This design comes from an exercise in tuning for small area, a short achievable clock period and few clock cycles on the open sky130 flow, not from production work.
Function was checked by simulation only, so behaviour that the tests miss may differ from the original.

==> inputs of job 5574 <==
// dcpu16_core
module dcpu16_core (
    input  wire        clk,
    input  wire        rst,           
    input  wire        run,           
    input  wire [15:0] run_pc,        
    input  wire [15:0] run_budget,    
    input  wire        wreset,        
    input  wire [3:0]  dbg_sel,       
    input  wire        dbg_we,        
    input  wire [15:0] dbg_wdata,
    output reg  [15:0] dbg_rdata,
    output reg         busy,
    output reg         fault,
    output reg         stalled,
    output reg         mem_req,
    output reg         mem_we,
    output reg  [15:0] mem_addr,
    output reg  [15:0] mem_wdata,
    input  wire        mem_ready,
    input  wire [15:0] mem_rdata
);
Settings: LEC_CHECK=0, CAP_MARGIN=20, CORE_MARGIN=2, CORE_UTILIZATION=40, SLEW_MARGIN=20; clock period 38.0 ns.
run.sh (not shown) runs the stock make flow with config.mk's settings and CLKGATE_MAP_FILE= SYNTH_SCRIPT=/design/flow/synth_recipe.tcl, a recipe that flattens the netlist after the stock synthesis.
==> job 4075: changes against job 5574 <==
--- a/flow/design.v
+++ b/flow/design.v
@@ -36,15 +36,14 @@
     reg        skip;             
     reg [15:0] q0, q1, q2;
     reg [1:0]  cnt;              
     reg        infl;             
     reg        a_pend;           
     reg [15:0] a_val, b_val, hi;
     reg [2:0]  it;
-    reg        mshort;           
     reg [1:0]  sh_r, sh_o;       
     function takes_word(input [5:0] f);
         takes_word = (f[5:3] == 3'b010) || (f == 6'h1E) || (f == 6'h1F);
     endfunction
     function is_mem(input [5:0] f);
         is_mem = (f[5:4] == 2'b00 && f[3]) || (f[5:3] == 3'b010) ||
                  (f == 6'h18) || (f == 6'h19) || (f == 6'h1A) || (f == 6'h1E);
@@ -106,58 +105,60 @@
     wire       is_div  = (op == 4'h5) || (op == 4'h6);
     wire       is_sh   = (op == 4'h7) || (op == 4'h8);
     wire       memA = is_mem(fa);
     wire       memB = is_mem(fb);
     wire       regA = is_reg(fa) && !is_if;
     wire [3:0] ridxA = fidx(fa);
     wire       dst_mem = memA && !is_call && !is_if;
+    wire       have_q = (cnt >= len);
+    wire       last_adds = (nB ? (is_call && fb[5:3] == 3'b010) : (fa[5:3] == 3'b010));
+    wire       have = have_q || (infl && (cnt != 2'd0) && ({1'b0, cnt} + 3'd1 == {1'b0, len}) && !last_adds);
+    wire [15:0] e1 = (cnt == 2'd1) ? mem_rdata : q1;
+    wire [15:0] e2 = (cnt == 2'd2) ? mem_rdata : q2;
     wire       psa  = ((st == X_A) || (st == X_E)) && !is_call;
     wire [5:0] pf   = psa ? fa : fb;
     wire [3:0] pidx = fidx(pf);
     reg  [15:0] port;
     always @* begin
         case (pidx)
             4'd8:    port = sp;
             4'd9:    port = pc;
             4'd10:   port = o;
             default: port = gpr[pidx[2:0]];
         endcase
     end
-    wire [10:0] dsel;
-    genvar gi;
-    generate for (gi = 0; gi < 11; gi = gi + 1) begin : g_dsel
-        assign dsel[gi] = (dbg_sel == gi);
-    end endgenerate
     always @* begin
-        dbg_rdata = ({16{dsel[0]}} & gpr[0]) | ({16{dsel[1]}} & gpr[1]) |
-                    ({16{dsel[2]}} & gpr[2]) | ({16{dsel[3]}} & gpr[3]) |
-                    ({16{dsel[4]}} & gpr[4]) | ({16{dsel[5]}} & gpr[5]) |
-                    ({16{dsel[6]}} & gpr[6]) | ({16{dsel[7]}} & gpr[7]) |
-                    ({16{dsel[8]}} & sp) | ({16{dsel[9]}} & pc) | ({16{dsel[10]}} & o);
+        case (dbg_sel)
+            4'd8:    dbg_rdata = sp;
+            4'd9:    dbg_rdata = pc;
+            4'd10:   dbg_rdata = o;
+            default: dbg_rdata = gpr[dbg_sel[2:0]];
+        endcase
     end
-    wire [15:0] nw  = psa ? q1 : (nA ? q2 : q1);
+    wire [15:0] nw  = psa ? e1 : (nA ? e2 : e1);
+    wire [15:0] nw_r = psa ? q1 : (nA ? q2 : q1);       
     wire [15:0] pc_na   = rinc(pc, {1'b0, nA});
     wire [15:0] pc_next = rinc(pc, len);
     wire [15:0] pcv = psa ? pc : pc_na;
     wire [15:0] spm = rdec(sp);
     wire [15:0] spp = rinc(sp, 2'd1);
-    wire [15:0] anw = port + nw;
+    wire [15:0] anw = port + nw_r;
     reg  [15:0] ov, oaddr;
     always @* begin
         if (pf[5])               ov = {11'd0, pf[4:0]};
         else if (pf == 6'h1F)    ov = nw;
         else if (pf == 6'h1C)    ov = pcv;
         else                     ov = port;
         case (pf)
             6'h18, 6'h19, 6'h1A: oaddr = sp;      
             6'h1E:        oaddr = nw;
             default:      oaddr = pf[4] ? anw[15:0] : port;
         endcase
     end
-    wire [15:0] nwB   = nA ? q2 : q1;
+    wire [15:0] nwB   = nA ? e2 : e1;
     wire [15:0] portB = gpr[fb[2:0]];
     reg  [15:0] ovB2, oaB2;
     always @* begin
         if (fb[5])               ovB2 = {11'd0, fb[4:0]};
         else if (fb == 6'h1F)    ovB2 = nwB;
         else if (fb == 6'h1C)    ovB2 = pc_na;
         else if (fb == 6'h1B)    ovB2 = sp;
@@ -167,50 +168,35 @@
             6'h1E:   oaB2 = nwB;
             6'h18, 6'h19, 6'h1A: oaB2 = sp;
             default: oaB2 = portB;
         endcase
     end
     wire        merge = !is_call && !(memA && !is_set) && (fa != 6'h18) && (fa != 6'h1A) &&
                         (fb[5:3] != 3'b010);
-    wire       have_q = (cnt >= len);
-    wire       bp_ok  = nB ? ((!merge && !is_call) || (fb == 6'h1F && !(merge && dst_mem)) ||
-                              (fb == 6'h1E && (merge || is_call)))
-                           : (fa == 6'h1F || fa == 6'h1E);
-    wire       rd_out = (st == X_C && is_call) ||
-                        (st == X_A && have && !have_q && !skip && !is_rsv &&
-                         !(limited && steps_left == 16'd0) &&
-                         ((!nB && fa == 6'h1E && !(merge && memB)) ||
-                          (nB && fb == 6'h1E && (merge || is_call)) ||
-                          (nB && fb == 6'h1F && is_call)));
-    wire       have = have_q || (infl && (cnt != 2'd0) && ({1'b0, cnt} + 3'd1 == {1'b0, len}) && bp_ok);
-    wire       bpA  = !have_q && !nB;        
-    wire       bpB  = !have_q && nB;         
-    wire [15:0] acur = (st == X_A) ? (bpA ? mem_rdata : ov) : (st == X_B && a_pend) ? mem_rdata : a_val;
-    wire [15:0] bcur_q = (st == X_E || st == X_M || st == X_W) ? b_val :
-                         (st == X_A && !is_call) ? ovB2 : ov;
-    wire [15:0] bcur = (st == X_C || (st == X_A && bpB)) ? mem_rdata : bcur_q;
+    wire [15:0] acur = (st == X_A) ? ov : (st == X_B && a_pend) ? mem_rdata : a_val;
+    wire [15:0] bcur = (st == X_C) ? mem_rdata :
+                       (st == X_E || st == X_M || st == X_W) ? b_val :
+                       (st == X_A && !is_call) ? ovB2 : ov;
     wire [15:0] alu_a = acur;
     wire [15:0] alu_b = bcur;
     wire        alu_add  = (op == 4'h2);
     wire [16:0] as_full  = {1'b0, alu_a} + {1'b0, alu_add ? alu_b : ~alu_b} + {16'd0, !alu_add};
     wire        a_lt_b   = ~as_full[16];                        
     wire        a_gt_b   = as_full[16] & (as_full[15:0] != 16'd0);
     reg  [15:0] res, o_res;
     reg         o_wr, pred;
-    wire [15:0] plo = mshort ? {hi[7:0], b_val[15:8]} : b_val;
-    wire [15:0] phi = mshort ? {8'd0, hi[15:8]} : hi;
     reg  [15:0] it_res, it_o;
     always @* begin
         case (op)
-            4'h4: begin it_res = plo; it_o = phi; end
+            4'h4: begin it_res = b_val; it_o = hi; end
             4'h5: begin it_res = a_val; it_o = 16'd0; end
             4'h6: begin it_res = hi;    it_o = 16'd0; end
             default: begin
-                case (sh_r) 2'd0: it_res = 16'd0; 2'd1: it_res = plo; 2'd2: it_res = phi; default: it_res = a_val; endcase
-                case (sh_o) 2'd0: it_o = 16'd0; 2'd1: it_o = plo; 2'd2: it_o = phi; default: it_o = a_val; endcase
+                case (sh_r) 2'd0: it_res = 16'd0; 2'd1: it_res = b_val; 2'd2: it_res = hi; default: it_res = a_val; endcase
+                case (sh_o) 2'd0: it_o = 16'd0; 2'd1: it_o = b_val; 2'd2: it_o = hi; default: it_o = a_val; endcase
             end
         endcase
     end
     always @* begin
         res   = alu_b;
         o_res = 16'd0;
         o_wr  = 1'b0;
@@ -225,21 +211,21 @@
             4'hC: pred = (alu_a == alu_b);
             4'hD: pred = (alu_a != alu_b);
             4'hE: pred = a_gt_b;
             4'hF: pred = |(alu_a & alu_b);
             default: ;
         endcase
     end
-    wire [16:0] s1 = {1'b0, is_div ? {hi[14:0], a_val[15]} : hi} +
-                     {1'b0, is_div ? ~b_val : (b_val[0] ? a_val : 16'd0)} + {16'd0, is_div};
+    wire [16:0] s1 = radd(is_div ? {hi[14:0], a_val[15]} : hi,
+                          is_div ? ~b_val : (b_val[0] ? a_val : 16'd0), is_div);
     wire        dt1 = hi[15] | s1[16];
     wire [15:0] dr1 = dt1 ? s1[15:0] : {hi[14:0], a_val[15]};
     wire [15:0] m1h = {s1[16], s1[15:1]};
-    wire [16:0] s2 = {1'b0, is_div ? {dr1[14:0], a_val[14]} : m1h} +
-                     {1'b0, is_div ? ~b_val : (b_val[1] ? a_val : 16'd0)} + {16'd0, is_div};
+    wire [16:0] s2 = radd(is_div ? {dr1[14:0], a_val[14]} : m1h,
+                          is_div ? ~b_val : (b_val[1] ? a_val : 16'd0), is_div);
     wire        dt2 = dr1[15] | s2[16];
     wire [15:0] dr2 = dt2 ? s2[15:0] : {dr1[14:0], a_val[14]};
     wire [15:0] m2h = {s2[16], s2[15:1]};
     wire        sh_imm  = (|bcur[15:5]) || (bcur == 16'd0);
     wire [3:0]  sh_k    = (op == 4'h7) ? bcur[3:0] : (4'd0 - bcur[3:0]);
     wire        shr_low = !bcur[4] || (bcur[3:0] == 4'd0);     
     reg        x_req, x_we, jfetch;
@@ -317,21 +303,21 @@
                 if (mem_ready) begin sp_b = is_call; nst = X_C; end
             end else if (is_call) callj = 1'b1;
             else if (op == 4'h5 && bcur == 16'd0) do_fault = 1'b1;
             else if (is_iter) it_start = 1'b1;
             else if (is_if) fin = 1'b1;
             else if (a_pend) begin r_ld = 1'b1; nst = X_E; end
             else if (dst_mem) begin
-                x_req = 1'b1; x_we = 1'b1; x_wdata = bcur_q;
+                x_req = 1'b1; x_we = 1'b1; x_wdata = bcur;
                 x_addr = aloc;
                 fin = mem_ready;
             end else fin = 1'b1;
         end
         if (callj) begin
-            x_req = 1'b1; x_we = 1'b0; x_addr = bcur_q; jfetch = 1'b1;    
+            x_req = 1'b1; x_we = 1'b0; x_addr = bcur; jfetch = 1'b1;
             nst = X_W;
         end
         if (it_start) begin
             nst = X_M;
             if (is_sh ? sh_imm : is_div && ((op == 4'h6 && bcur == 16'd0) || a_lt_b))
                 nst = X_E;
         end
@@ -345,21 +331,21 @@
     wire        last     = limited && (steps_left == 16'd1);
     wire        wr_hit;
     wire        stop     = (st == X_F) || do_stall || do_end ||
                            (do_skip && limited && steps_left == 16'd0) ||
                            (fin && last && !skip_n);
     wire [1:0]  fofs = cnt + {1'b0, infl};           
     wire [15:0] fetch_addr = rinc(pc, (st == X_F) ? {1'b0, nA} + {1'b0, nB} : fofs);
-    wire [7:0]  wr_d   = (rd_out ? mem_rdata[7:0] : x_addr[7:0]) - pc[7:0];
+    wire [7:0]  wr_d   = x_addr[7:0] - pc[7:0];
     assign      wr_hit = x_we && (wr_d[7:2] == 6'd0);
     wire pf_req = busy && !x_req && (st != X_F) && !(cnt == 2'd3 || (cnt == 2'd2 && infl));
     always @* begin
         mem_req   = x_req | pf_req;
         mem_we    = x_we;
-        mem_addr  = rd_out ? mem_rdata : x_req ? x_addr : fetch_addr;
+        mem_addr  = x_req ? x_addr : fetch_addr;
         mem_wdata = x_wdata;
     end
     wire        w_flush = fin ? (pc_dst || wr_hit) : (callj || (do_skip && !have_q) || (st == X_W && wr_hit));
     wire [1:0]  w_take  = (fin || do_skip) ? len : 2'd0;
     wire [1:0]  rem     = cnt - w_take;
     wire        keep_in = infl && (cnt >= w_take);        
     reg  [15:0] nq0, nq1, nq2;
@@ -454,19 +440,15 @@
                 b_val <= bcur;
             else if (st == X_M && !is_div)
                 b_val <= {s2[0], s1[0], b_val[15:2]};
             if (it_start)
                 hi <= (is_div && a_lt_b) ? acur : 16'd0;
             else if (st == X_M)
                 hi <= is_div ? dr2 : m2h;
-            if (it_start) begin
-                mshort <= is_sh ? !sh_k[3] : (op == 4'h4) && (bcur[15:8] == 8'd0);
-                it     <= (is_sh ? !sh_k[3] : (op == 4'h4) && (bcur[15:8] == 8'd0)) ? 3'd4 : 3'd0;
-            end else if (st == X_M)
-                it <= it + 3'd1;
+            it <= (st == X_M) ? it + 3'd1 : 3'd0;
             if (it_start) begin
                 if (sh_imm) begin
                     sh_r <= (bcur == 16'd0) ? 2'd3 : 2'd0;
                     sh_o <= 2'd0;
                 end else if (op == 4'h7) begin
                     sh_r <= bcur[4] ? 2'd0 : 2'd1;
                     sh_o <= bcur[4] ? 2'd1 : 2'd2;
==> impl_metrics.env <==
export IMPL_outcome="complete, no violations"
export IMPL_rows=107
export IMPL_tap_cells=1144
export IMPL_antenna_found_initial=23
export IMPL_synth_compound_area_share_pct=29.5
export IMPL_vias_per_cell=7.08
export IMPL_met1Wirelength_um=78100
export IMPL_seq_area_sq_mm=0.00855
export IMPL_wl_um=203000
export IMPL_syn_avg_cell_area_sq_um=7.81
[end of results for job 5574]
==> impl_metrics.env <==
export IMPL_n_sequential_cell=310
export IMPL_grt_start_max_net_pins=90
export IMPL_antenna_found_initial=13
export IMPL_seq_area_sq_mm=0.00852
export IMPL_vias_per_cell=7.15
export IMPL_outcome="complete, no violations"
export IMPL_syn_area_sq_mm=0.0332
export IMPL_wire_per_inst_um=37.3
export IMPL_hold_viol=0
export IMPL_drv_cap=0
export IMPL_tap_cells=1070
export IMPL_syn_avg_cell_area_sq_um=7.95
export IMPL_synth_compound_area_share_pct=28.7
export IMPL_synth_seq_cells=310
export IMPL_met1Wirelength_um=75600
export IMPL_wl_um=199000
[end of results for job 4075]
Testbench counts of job 5574, summed over its fixed seeds: cycles 134,814.
Testbench counts of job 4075, summed over its fixed seeds: cycles 139,866.

port drivers added, routing unchanged:
The results above use ideal ports. As a check the final layouts listed here were re-extracted and re-timed, cells and wires unchanged.
Step 1, drivers: a clkbuf_16 drives clk and a buf_2 each remaining input, both assumed.
Step 2 adds t to the input delays and takes it off the output delays; t is the mean of the earliest and latest rising clock arrival at the registers after step 1. Input paths then give back, and output paths get back, about the clock's delay inside the block.
Three values: ideal ports, drivers, drivers and shift; two values: the first two.
run	shift t [ns]	setup WS [ns]	hold slack, ns	worst register clock-pin slew, ns	worst slew at a driven data input, ns
job 5574	0.698	19.419 / 19.345 / 19.874	0.493 / 0.493 / 0.493	0.08 / 0.08	0.05
job 4075	0.678	18.992 / 18.947 / 18.947	0.497 / 0.497 / 0.497	0.06 / 0.06	0.07
After both steps every run listed still meets setup and hold. For job 4075, which loses most, drivers alone change the setup slack by -0.045 ns; drivers and shift together by -0.045 ns.
